This is an optimization exercise on Yosys and OpenROAD, whose aim is small area, not a production implementation. Where RTL was checked, it was by simulation tests only, not by an equivalence proof against the original. Power is estimated from default activity; no workload was simulated.

main:
// hsv_cycle_core
module hsv_cycle_core (
    input  wire        clk,
    input  wire        rst,           
    input  wire        cmd_valid,
    output wire        cmd_ready,
    input  wire [63:0] cmd_data,
    output wire        rsp_valid,
    input  wire        rsp_ready,
    output wire [63:0] rsp_data,
    output wire        chw_valid,
    input  wire        chw_ready,
    output wire [17:0] chw_data
);
export LEC_CHECK = 0
export CAP_MARGIN = 20
export CORE_MARGIN = 2
export CORE_UTILIZATION = 40
export CTS_BUF_LIST = sky130_fd_sc_hd__clkbuf_8
export SLEW_MARGIN = 20
create_clock -name core_clock -period 120.0 [get_ports {clk}]
run.sh (not shown) runs the stock make flow with config.mk's settings and CLKGATE_MAP_FILE= SYNTH_SCRIPT=/design/flow/synth_recipe.tcl, a recipe that flattens the netlist after the stock synthesis.
The following lists how the feature branch was set up differently from main:
-- flow/design.v --
<<< main, line 35
    reg        fresh;             
    reg        post;              
    reg [1:0]  code;
    reg        inited;
>>> the feature branch, line 35
    reg        fresh;             
    reg        post;              
    reg        fin;               
    reg [1:0]  code;
    reg        inited;
<<< main, line 52
    reg [1:0]  kc;
    reg        bw;
    wire [3:0] op      = cmd_data[63:60];
    wire       is_init = (op == 4'h1);
>>> the feature branch, line 53
    reg [1:0]  kc;
    reg        bw;
    reg        cq;
    wire [3:0] op      = cmd_data[63:60];
    wire       is_init = (op == 4'h1);
<<< main, line 177
    wire       zbw   = (~xb & (rho_t | bwin)) | (rho_t & bwin);
    wire       qm2   = w2 & P[30];
    wire       cqin  = (t != 4'd0) & cy;
    wire       qb    = zb ^ qm2 ^ cqin;
    wire       qcy   = (qb & qm2) | (cqin & (qb ^ qm2));
>>> the feature branch, line 179
    wire       zbw   = (~xb & (rho_t | bwin)) | (rho_t & bwin);
    wire       qm2   = w2 & P[30];
    wire       cqin  = (t != 4'd0) & cq;
    wire       qb    = zb ^ qm2 ^ cqin;
    wire       qcy   = (qb & qm2) | (cqin & (qb ^ qm2));
<<< main, line 292
    wire last_ch = (ch == 2'd2);
    always @(posedge clk) begin
        begin
            cnt <= cnt + 5'd1;
            C   <= {C[0], C[7:1]};
            cy  <= (st == S_STEP) ? gbit : (st == S_DQ) ? qcy : asum[8];
            kc  <= xs[2:1];
            bw  <= zbw;
            case (st)
                S_IDLE: begin
>>> the feature branch, line 294
    wire last_ch = (ch == 2'd2);
    always @(posedge clk) begin
        if (rst) begin
            st     <= S_IDLE;
            inited <= 1'b0;
            err    <= 3'b000;
        end else begin
            cnt <= cnt + 5'd1;
            case (st)
                S_IDLE: begin
<<< main, line 304
                    wph   <= 1'b0;
                    post  <= 1'b0;
                    if (cmd_valid && (!need_ph || ph == 5'd31)) begin
                        r8 <= 8'd0;
>>> the feature branch, line 306
                    wph   <= 1'b0;
                    post  <= 1'b0;
                    fin   <= 1'b0;
                    if (cmd_valid && (!need_ph || ph == 5'd31)) begin
                        r8 <= 8'd0;
<<< main, line 343
                end
                S_STEP: begin
                    S  <= smod;
                    if (cnt == 5'd31) begin
>>> the feature branch, line 346
                end
                S_STEP: begin
                    cy <= gbit;
                    S  <= smod;
                    if (cnt == 5'd31) begin
<<< main, line 384
                end
                S_D1: begin
                    st <= S_D2;
                end
>>> the feature branch, line 388
                end
                S_D1: begin
                    cy <= asum[8];
                    st <= S_D2;
                end
<<< main, line 393
                        st  <= S_MUL;
                    end else if (!post && ch == 2'd0) begin
                        r8  <= asum[7:0];
                        ch  <= 2'd1;
                        wph <= 1'b0;
                        st  <= S_LD;
                    end else begin
                        wph <= 1'b0;
                        st  <= kind_r ? S_DR : S_RHO;
                    end
                end
                S_RHO: begin
                    S <= smod;
                    if (cnt == 5'd7) begin
>>> the feature branch, line 398
                        st  <= S_MUL;
                    end else if (!post && ch == 2'd0) begin
                        r8 <= asum[7:0];
                        ch <= 2'd1;
                        st <= S_LD;
                    end else begin
                        st <= kind_r ? S_DR : S_RHO;
                    end
                end
                S_RHO: begin
                    C <= {C[0], C[7:1]};
                    S <= smod;
                    if (cnt == 5'd7) begin
<<< main, line 410
                end
                S_DR: begin
                    if (cnt == 5'd15) begin
                        cnt <= 5'd0;
>>> the feature branch, line 414
                end
                S_DR: begin
                    C <= {C[0], C[7:1]};
                    if (cnt == 5'd15) begin
                        cnt <= 5'd0;
<<< main, line 416
                end
                S_DQ: begin
                    if (cnt == 5'd15) begin
                        cnt <= 5'd0;
>>> the feature branch, line 421
                end
                S_DQ: begin
                    C  <= {C[0], C[7:1]};
                    kc <= xs[2:1];
                    bw <= zbw;
                    cq <= qcy;
                    if (cnt == 5'd15) begin
                        cnt <= 5'd0;
<<< main, line 433
                    if (cnt == 5'd15) begin
                        cnt <= 5'd0;
                        if (post) begin
                            st <= wph ? S_RSP : S_CHW;
                        end else begin
                            ch <= ch + 2'd1;
>>> the feature branch, line 442
                    if (cnt == 5'd15) begin
                        cnt <= 5'd0;
                        wph <= 1'b0;
                        if (post) begin
                            st <= fin ? S_RSP : S_CHW;
                        end else begin
                            ch <= ch + 2'd1;
<<< main, line 452
                    if (chw_ready) begin
                        if (last_ch) begin
                            wph <= 1'b1;
                            st  <= S_SH;
                        end else begin
>>> the feature branch, line 462
                    if (chw_ready) begin
                        if (last_ch) begin
                            fin <= 1'b1;
                            st  <= S_SH;
                        end else begin
<<< main, line 467
            endcase
        end
        if (rst) begin
            st     <= S_IDLE;
            inited <= 1'b0;
            err    <= 3'b000;
        end
    end
    assign cmd_ready = (st == S_ACC);
>>> the feature branch, line 477
            endcase
        end
    end
    assign cmd_ready = (st == S_ACC);
[summary]
Proportion of power drawn by combinational gates for the feature branch: 2.3 points down relative to main. [compare] base=main new=the feature branch: sequential power now sits higher; switching portion of total power now sits lower; final-layout clock-cell area share now sits higher; final wirelength now sits lower.
No functional check of the RTL was part of the feature branch.


== the baseline ==
hsv_cycle_core, a different RTL version from the one above (not shown whole).
Size in the first run: roughly 150 flip-flops, ~150 I/O pins, ~9100 µm² of cells after synthesis.
==> flow/config.mk <==
export PLATFORM = sky130hd
export DESIGN_NAME = hsv_cycle_core
export DESIGN_NICKNAME = hsv_cycle_core
export VERILOG_FILES = /design/flow/design.v
export SDC_FILE = /design/flow/constraint.sdc
export NUM_CORES = 4
export LEC_CHECK = 0
export CAP_MARGIN = 20
export CORE_MARGIN = 2
export CORE_UTILIZATION = 40
export CTS_BUF_LIST = sky130_fd_sc_hd__clkbuf_8
export SLEW_MARGIN = 20
==> flow/constraint.sdc <==
create_clock -name core_clock -period 120.0 [get_ports {clk}]
set_input_delay 24.0000 -clock core_clock [delete_from_list [all_inputs] [get_ports {clk}]]
set_output_delay 24.0000 -clock core_clock [all_outputs]
set_load 0.01 [all_outputs]
standard.sh (not shown) runs the stock make flow with config.mk's settings and CLKGATE_MAP_FILE= SYNTH_SCRIPT=/design/flow/synth_recipe.tcl, a recipe that flattens the netlist after the stock synthesis.
==> flow/flow/run.sh <==
#!/bin/bash
# The standard layout (standard.sh, unchanged synthesis and steps) with two
# settings of its own:
#  - port buffers: buf_1 instead of the default choice (every input and output
#    port still gets its own buffer);
#  - clock tree: clkbuf_8 buffers, no dummy loads.
# Each tool's output is in standard.log (and ORFS's per-step logs under orfs/logs).
set -o pipefail
export BUFFER_PORTS_ARGS="-buffer_cell sky130_fd_sc_hd__buf_1"
export CTS_ARGS="-sink_clustering_enable -repair_clock_nets -buf_list sky130_fd_sc_hd__clkbuf_8 -dont_use_dummy_load"
bash standard.sh > standard.log 2>&1
The inputs of the candidate differ from those of the baseline as listed below.
-- flow/design.v --
<<< the baseline, line 40
    reg [8:0]  hue;
    reg [2:0]  stepc;
    reg [2:0]  speed;             
    reg [7:0]  sat;
    reg [7:0]  val;
>>> the candidate, line 40
    reg [8:0]  hue;
    reg [2:0]  stepc;
    reg [2:0]  speed;
    reg [7:0]  sat;
    reg [7:0]  val;
<<< the baseline, line 199
        endcase
    end
    wire [2:0] spd_in = is_ns ? S : speed;
    reg  [2:0] spd_new;    
    always @(*) begin
        case (spd_in)
            3'd0: spd_new = 3'd1;
            3'd1: spd_new = 3'd2;
>>> the candidate, line 199
        endcase
    end
    reg  [2:0] spd_new;    
    always @(*) begin
        case (S)
            3'd0: spd_new = 3'd1;
            3'd1: spd_new = 3'd2;
<<< the baseline, line 208
            3'd3: spd_new = 3'd4;
            default: spd_new = 3'd5;
        endcase
    end
>>> the candidate, line 207
            3'd3: spd_new = 3'd4;
            default: spd_new = 3'd5;
        endcase
    end
    reg  [2:0] spd_nxt;    
    always @(*) begin
        case (smod)
            3'd0: spd_nxt = 3'd1;
            3'd1: spd_nxt = 3'd2;
            3'd2: spd_nxt = 3'd3;
            3'd3: spd_nxt = 3'd4;
            default: spd_nxt = 3'd5;
        endcase
    end
<<< the baseline, line 228
                    3'd2:    fbit = (cnt[4:3] == 2'b00) ? C[0] : ((cnt[4:0] == 5'd8) & hue[8]);
                    3'd3:    fbit = lt3 & stepc[cnt[1:0]];
                    3'd4:    fbit = lt3 & spd_new[cnt[1:0]];
                    default: fbit = (cnt[4:3] == 2'd0) & C[0];
                endcase
>>> the candidate, line 237
                    3'd2:    fbit = (cnt[4:3] == 2'b00) ? C[0] : ((cnt[4:0] == 5'd8) & hue[8]);
                    3'd3:    fbit = lt3 & stepc[cnt[1:0]];
                    3'd4:    fbit = lt3 & speed[cnt[1:0]];
                    default: fbit = (cnt[4:3] == 2'd0) & C[0];
                endcase
<<< the baseline, line 244
        endcase
    end
    wire       hstep  = (stepc == speed);
    wire [8:0] hs_inc = {hue[8] ^ asum[8], asum[7:0]};
    wire       wrap   = hstep & (hue == 9'd359);
>>> the candidate, line 253
        endcase
    end
    wire       hstep  = (sc_inc == speed);
    wire [8:0] hs_inc = {hue[8] ^ asum[8], asum[7:0]};
    wire       wrap   = hstep & (hue == 9'd359);
<<< the baseline, line 333
                    if (cnt == 5'd31) begin
                        if (!is_ns)
                            speed <= smod;
                        st <= is_adv ? S_ACC : S_FILL;
                    end
>>> the candidate, line 342
                    if (cnt == 5'd31) begin
                        if (!is_ns)
                            speed <= spd_nxt;
                        st <= is_adv ? S_ACC : S_FILL;
                    end
==> run summary <==
Delta (the candidate minus the baseline): reported net switching power shows an increase of 2.2%, post-route cell area shows a reduction of 270 µm², utilization after layout shows no meaningful change, clock network fraction of design power shows a reduction of 0.4 points, number of global-route vias before repair shows a reduction of about 1.4%. Per the comparison of the candidate with the baseline, growth of design area from synthesis to finish about even; via count fell by 4.8%; non-clock buffer count shows a reduction of 5; total power +7.1 µW.
The RTL of the baseline was laid out without a check of its function.

==> what the ideal ports hide <==
How much do the figures lean on ideal ports? The routed layouts below were timed once more, with nothing changed but the port constraints.
Step 1, drivers: a clkbuf_16 drives clk and a buf_2 each remaining input, both assumed.
Step 2, shift: input delay + t, output delay - t, t = (earliest + latest rising clock arrival at the registers) / 2. This alone moves slack from input paths to output paths.
a / b / c = no drivers / after step 1 / after step 2; a / b = the first two.
run	shift t [ns]	slack for setup (ns)	pins driven straight from the clock port
main	0.498	89.893 / 89.911 / 89.413	1
the feature branch	0.512	90.553 / 90.567 / 90.054	1
the baseline	0.491	90.863 / 90.875 / 90.384	1
the candidate	0.490	91.093 / 91.098 / 90.608	1
After both steps every run listed still meets setup and hold. The setup slack of the feature branch, which loses most, moves by +0.014 ns with the drivers and by -0.499 ns with both steps.
